Context: an optimization exercise on an open-source flow, tuned for small area, a short achievable clock period and few clock cycles. The choices shown serve that exercise and are no tape-out recipe.
Function was checked by simulation only, so behaviour that the tests miss may differ from the original.
Power figures rest on the tool's default switching activity, not on a simulated workload.

run A:
Design frame_codec, start of the top module:
module frame_codec (
    input  wire       clk,
    input  wire       rst,
    input  wire       enc_valid,
    input  wire [7:0] enc_data,
    output wire       enc_ready,
    output wire       tx_valid,
    output wire [7:0] tx_data,
    output wire       tx_last,
    input  wire       tx_ready,
    input  wire       rx_valid,
    input  wire [7:0] rx_data,
    input  wire       rx_last,
    output wire       rx_ready,
    output wire       body_valid,
    output wire [7:0] body_data,
    input  wire       body_ready,
    output wire       res_valid,
    output wire [2:0] res_cause,
    input  wire       res_ready
);
Size: ~580 cells after synthesis, ~110 flip-flops, roughly 0.0053 mm² of cells after synthesis.
export LEC_CHECK = 0
export ABC_AREA = 1
export ABC_CLOCK_PERIOD_IN_PS = 2000
export CAP_MARGIN = 20
export CORE_MARGIN = 2
export CORE_UTILIZATION = 40
export SETUP_SLACK_MARGIN = 2.2
export SLEW_MARGIN = 20
export BUFFER_PORTS_ARGS = -buffer_cell sky130_fd_sc_hd__buf_1
export CTS_ARGS = -sink_clustering_enable -repair_clock_nets -buf_list sky130_fd_sc_hd__clkbuf_8 -dont_use_dummy_load
create_clock -name core_clock -period 4.0 [get_ports {clk}]
standard.sh (not shown) runs the stock make flow with config.mk's settings and CLKGATE_MAP_FILE= SYNTH_SCRIPT=/design/flow/synth_recipe.tcl, a recipe that flattens the netlist after the stock synthesis.
==> flow/flow/run.sh <==
#!/bin/bash
# Standard ORFS layout with small port buffers and no CTS dummy loads.
set -euo pipefail
cat >> config.mk <<'CFG'
export BUFFER_PORTS_ARGS = -buffer_cell sky130_fd_sc_hd__buf_1
export CTS_ARGS = -sink_clustering_enable -repair_clock_nets -buf_list sky130_fd_sc_hd__clkbuf_8 -dont_use_dummy_load
CFG
bash standard.sh > standard.log 2>&1
Testbench counts of run A, summed over its fixed seeds: cycles 4,443.
The inputs of run B differ from those of run A as listed below.
# run A
export LEC_CHECK = 0
export ABC_AREA = 1
export ABC_CLOCK_PERIOD_IN_PS = 2000
export CAP_MARGIN = 20
export CORE_MARGIN = 2
export CORE_UTILIZATION = 40
export SETUP_SLACK_MARGIN = 2.2
export SLEW_MARGIN = 20
export BUFFER_PORTS_ARGS = -buffer_cell sky130_fd_sc_hd__buf_1
export CTS_ARGS = -sink_clustering_enable -repair_clock_nets -buf_list sky130_fd_sc_hd__clkbuf_8 -dont_use_dummy_load
create_clock -name core_clock -period 4.0 [get_ports {clk}]
# run B
export LEC_CHECK = 0
export ABC_AREA = 1
export ABC_CLOCK_PERIOD_IN_PS = 2000
export CAP_MARGIN = 20
export CORE_MARGIN = 2
export CORE_UTILIZATION = 40
export SETUP_SLACK_MARGIN = 2.35
export SLEW_MARGIN = 20
export TNS_END_PERCENT = 0
export BUFFER_PORTS_ARGS = -buffer_cell sky130_fd_sc_hd__buf_1
export CTS_ARGS = -sink_clustering_enable -repair_clock_nets -buf_list sky130_fd_sc_hd__clkbuf_8 -dont_use_dummy_load
create_clock -name core_clock -period 4.0 [get_ports {clk}]
==> flow/flow/run.sh <==
#!/bin/bash
# Standard ORFS layout with three changes:
#  - synthesis is the standard flow's own script, except that the ABC mapping step runs
#    flow/deep.abc (deeper AIG optimisation, area mapping) in place of
#    abc_area.script; registers are mapped before ABC and are untouched,
#  - the port buffers are inserted as small buf_1 cells (the resizer still
#    upsizes any that timing needs),
#  - clock tree synthesis with clkbuf_8 and no dummy loads.
# Each tool's log is under orfs/logs; make's output is in standard.log.
set -euo pipefail
cat >> config.mk <<'CFG'
export BUFFER_PORTS_ARGS = -buffer_cell sky130_fd_sc_hd__buf_1
export CTS_ARGS = -sink_clustering_enable -repair_clock_nets -buf_list sky130_fd_sc_hd__clkbuf_8 -dont_use_dummy_load
CFG
export MY_ABC_SCRIPT="$PWD/flow/deep.abc"
{
  cat <<'TCL'
proc abc {args} {
  set i [lsearch -exact $args -script]
  if {$i >= 0} { set args [lreplace $args [expr {$i+1}] [expr {$i+1}] $::env(MY_ABC_SCRIPT)] }
  yosys abc {*}$args
}
TCL
  cat synth_recipe.tcl
} > my_synth.tcl
sed "s|SYNTH_SCRIPT=[^ ]*synth_recipe.tcl|SYNTH_SCRIPT=$PWD/my_synth.tcl|" standard.sh > my_standard.sh
grep -q "SYNTH_SCRIPT=$PWD/my_synth.tcl" my_standard.sh
bash my_standard.sh > standard.log 2>&1
==> flow/flow/deep.abc (new file) <==
strash
&get -n
&deepsyn -T 60
&put
dch -f
map -a
topo
stime -c
buffer -c
upsize -c
dnsize -c
==> run notes <==
- Run B completed end to end with timing, DRC and antenna clean.
- Diff run A -> run B: total length of routed wires fell by 810 µm; sequential cell count neither gained nor lost much.
- Changes observed in run B relative to run A: routability congestion estimate from global placement up about 2%, fraction of area in registers up 3.4 points.
- Die footprint: run B < run A
- Going from run A to run B, final setup slack of the worst path shrinks by 0.12 ns.
For run C, these inputs were changed with respect to run B:
# run B
export LEC_CHECK = 0
export ABC_AREA = 1
export ABC_CLOCK_PERIOD_IN_PS = 2000
export CAP_MARGIN = 20
export CORE_MARGIN = 2
export CORE_UTILIZATION = 40
export SETUP_SLACK_MARGIN = 2.35
export SLEW_MARGIN = 20
export TNS_END_PERCENT = 0
export BUFFER_PORTS_ARGS = -buffer_cell sky130_fd_sc_hd__buf_1
export CTS_ARGS = -sink_clustering_enable -repair_clock_nets -buf_list sky130_fd_sc_hd__clkbuf_8 -dont_use_dummy_load
create_clock -name core_clock -period 4.0 [get_ports {clk}]
# run C
export LEC_CHECK = 0
export ABC_AREA = 1
export ABC_CLOCK_PERIOD_IN_PS = 2000
export CAP_MARGIN = 20
export CORE_MARGIN = 2
export CORE_UTILIZATION = 40
export SETUP_SLACK_MARGIN = 2.2
export SLEW_MARGIN = 20
export TNS_END_PERCENT = 0
export BUFFER_PORTS_ARGS = -buffer_cell sky130_fd_sc_hd__buf_1
export CTS_ARGS = -sink_clustering_enable -repair_clock_nets -buf_list "sky130_fd_sc_hd__clkbuf_4 sky130_fd_sc_hd__clkbuf_8" -dont_use_dummy_load
create_clock -name core_clock -period 4.0 [get_ports {clk}]
==> flow/flow/run.sh <==
#!/bin/bash
# Standard ORFS layout with small port buffers and no CTS dummy loads.
set -euo pipefail
cat >> config.mk <<'CFG'
export BUFFER_PORTS_ARGS = -buffer_cell sky130_fd_sc_hd__buf_1
export CTS_ARGS = -sink_clustering_enable -repair_clock_nets -buf_list "sky130_fd_sc_hd__clkbuf_4 sky130_fd_sc_hd__clkbuf_8" -dont_use_dummy_load
CFG
bash standard.sh > standard.log 2>&1
removed: flow/flow/deep.abc
==> run notes <==
Per the comparison of run C with run B, xor and xnor fraction of the mapped netlist area moved down; aggregate negative setup slack level; non-clock buffer share of cell area moved down; clock-cell share of area level; synthesized cell count moved up.
> inputs changed (run C -> run D)
# run C
export LEC_CHECK = 0
export ABC_AREA = 1
export ABC_CLOCK_PERIOD_IN_PS = 2000
export CAP_MARGIN = 20
export CORE_MARGIN = 2
export CORE_UTILIZATION = 40
export SETUP_SLACK_MARGIN = 2.2
export SLEW_MARGIN = 20
export TNS_END_PERCENT = 0
export BUFFER_PORTS_ARGS = -buffer_cell sky130_fd_sc_hd__buf_1
export CTS_ARGS = -sink_clustering_enable -repair_clock_nets -buf_list "sky130_fd_sc_hd__clkbuf_4 sky130_fd_sc_hd__clkbuf_8" -dont_use_dummy_load
create_clock -name core_clock -period 4.0 [get_ports {clk}]
# run D
export LEC_CHECK = 0
export ABC_AREA = 1
export ABC_CLOCK_PERIOD_IN_PS = 2000
export CAP_MARGIN = 20
export CORE_MARGIN = 2
export CORE_UTILIZATION = 40
export SETUP_SLACK_MARGIN = 2.2
export SLEW_MARGIN = 20
export TNS_END_PERCENT = 0
export BUFFER_PORTS_ARGS = -buffer_cell sky130_fd_sc_hd__buf_1
export CTS_ARGS = -sink_clustering_enable -repair_clock_nets -buf_list sky130_fd_sc_hd__clkbuf_8 -dont_use_dummy_load
create_clock -name core_clock -period 4.0 [get_ports {clk}]
==> flow/flow/run.sh <==
#!/bin/bash
# Standard ORFS layout with three changes:
#  - synthesis is the standard flow's own script, except that the ABC mapping step runs
#    flow/deep.abc (deeper AIG optimisation, area mapping) in place of
#    abc_area.script; registers are mapped before ABC and are untouched,
#  - the port buffers are inserted as small buf_1 cells (the resizer still
#    upsizes any that timing needs),
#  - clock tree synthesis with clkbuf_8 and no dummy loads.
# Each tool's log is under orfs/logs; make's output is in standard.log.
set -euo pipefail
cat >> config.mk <<'CFG'
export BUFFER_PORTS_ARGS = -buffer_cell sky130_fd_sc_hd__buf_1
export CTS_ARGS = -sink_clustering_enable -repair_clock_nets -buf_list sky130_fd_sc_hd__clkbuf_8 -dont_use_dummy_load
CFG
export MY_ABC_SCRIPT="$PWD/flow/deep.abc"
{
  cat <<'TCL'
proc abc {args} {
  set i [lsearch -exact $args -script]
  if {$i >= 0} { set args [lreplace $args [expr {$i+1}] [expr {$i+1}] $::env(MY_ABC_SCRIPT)] }
  yosys abc {*}$args
}
TCL
  cat synth_recipe.tcl
} > my_synth.tcl
sed "s|SYNTH_SCRIPT=[^ ]*synth_recipe.tcl|SYNTH_SCRIPT=$PWD/my_synth.tcl|" standard.sh > my_standard.sh
grep -q "SYNTH_SCRIPT=$PWD/my_synth.tcl" my_standard.sh
bash my_standard.sh > standard.log 2>&1
==> flow/flow/deep.abc (new file) <==
strash
&get -n
&deepsyn -T 60
&put
dch -f
map -a
strash
dch
map -B 0.9
topo
stime -c
buffer -c
upsize -c
dnsize -c
--- outcome ---
- Of run C and run D, the higher slew of the pin with the lowest slew margin belongs to run D.
- Per the comparison of run D with run C, number of input and output port buffers inserted neither gained nor lost much, fmax lost 0.015 GHz, total number of nets in the final design lost about 7%.
- Compared to run C, run D has combinational share of power 1.2 points higher.
- On clock buffer and inverter area fraction after layout, run C and run D are neck and neck.
- Between run C and run D, the later-pin clock latency in the skew report does not differ in any meaningful way.
- Summary: with run C as the reference, first-pass GRT wire length in run D moved down by a few percent.
- Re non-clock buffer count: run C and run D aren't equal, and the higher value belongs to run C.
Relative to run D, the following input files were edited for run E:
# run D
export LEC_CHECK = 0
export ABC_AREA = 1
export ABC_CLOCK_PERIOD_IN_PS = 2000
export CAP_MARGIN = 20
export CORE_MARGIN = 2
export CORE_UTILIZATION = 40
export SETUP_SLACK_MARGIN = 2.2
export SLEW_MARGIN = 20
export TNS_END_PERCENT = 0
export BUFFER_PORTS_ARGS = -buffer_cell sky130_fd_sc_hd__buf_1
export CTS_ARGS = -sink_clustering_enable -repair_clock_nets -buf_list sky130_fd_sc_hd__clkbuf_8 -dont_use_dummy_load
create_clock -name core_clock -period 4.0 [get_ports {clk}]
# run E
export LEC_CHECK = 0
export ABC_AREA = 1
export ABC_CLOCK_PERIOD_IN_PS = 2000
export CAP_MARGIN = 20
export CORE_MARGIN = 2
export CORE_UTILIZATION = 40
export SETUP_SLACK_MARGIN = 2.5
export SLEW_MARGIN = 20
export TNS_END_PERCENT = 0
export BUFFER_PORTS_ARGS = -buffer_cell sky130_fd_sc_hd__buf_1
export CTS_ARGS = -sink_clustering_enable -repair_clock_nets -buf_list sky130_fd_sc_hd__clkbuf_8 -dont_use_dummy_load
create_clock -name core_clock -period 4.0 [get_ports {clk}]
--- a/flow/flow/deep.abc
+++ b/flow/flow/deep.abc
@@ -3,7 +3,4 @@
 &deepsyn -T 60
 &put
-dch -f
-map -a
-strash
 dch
 map -B 0.9
--- outcome ---
- Count of placed standard cells including taps in run E is about 0.4% below run D.
- Per the comparison of run E with run D, core utilization of the finished layout now larger, synthesis-to-layout area growth now larger, width of the die now smaller.
- [compare] base=run D new=run E: total routing resource utilization after global routing moved up; global routing usage on met1 shows an increase of 0.63 points.
- Taking run D as the reference, in run E initial antenna violation count saw little to no change, power after layout stayed essentially flat.

==> port drivers added, routing unchanged <==
The results above use ideal ports. As a check the final layouts listed here were re-extracted and re-timed, cells and wires unchanged.
Step 1 assumes that a clkbuf_16 drives the clock port and a buf_2 every other input.
Step 2, shift: input delay + t, output delay - t, t = (earliest + latest rising clock arrival at the registers) / 2. This alone moves slack from input paths to output paths.
Slacks: ideal / step 1 / step 2; pairs: ideal / step 1.
run	shift t [ns]	setup slack, ns	clock arrival spread, ns	worst register clock-pin slew, ns
run A	0.403	2.224 / 2.218 / 1.835	0.017 / 0.017	0.10 / 0.10
run B	0.400	2.101 / 2.109 / 1.709	0.031 / 0.031	0.10 / 0.10
run C	0.406	2.233 / 2.200 / 1.838	0.016 / 0.016	0.10 / 0.10
run D	0.409	2.184 / 2.198 / 1.788	0.027 / 0.027	0.11 / 0.11
run E	0.403	2.227 / 2.217 / 1.825	0.030 / 0.030	0.11 / 0.11
After both steps every run listed still meets setup and hold. The setup slack of run E, which loses most, moves by -0.010 ns with the drivers and by -0.402 ns with both steps.
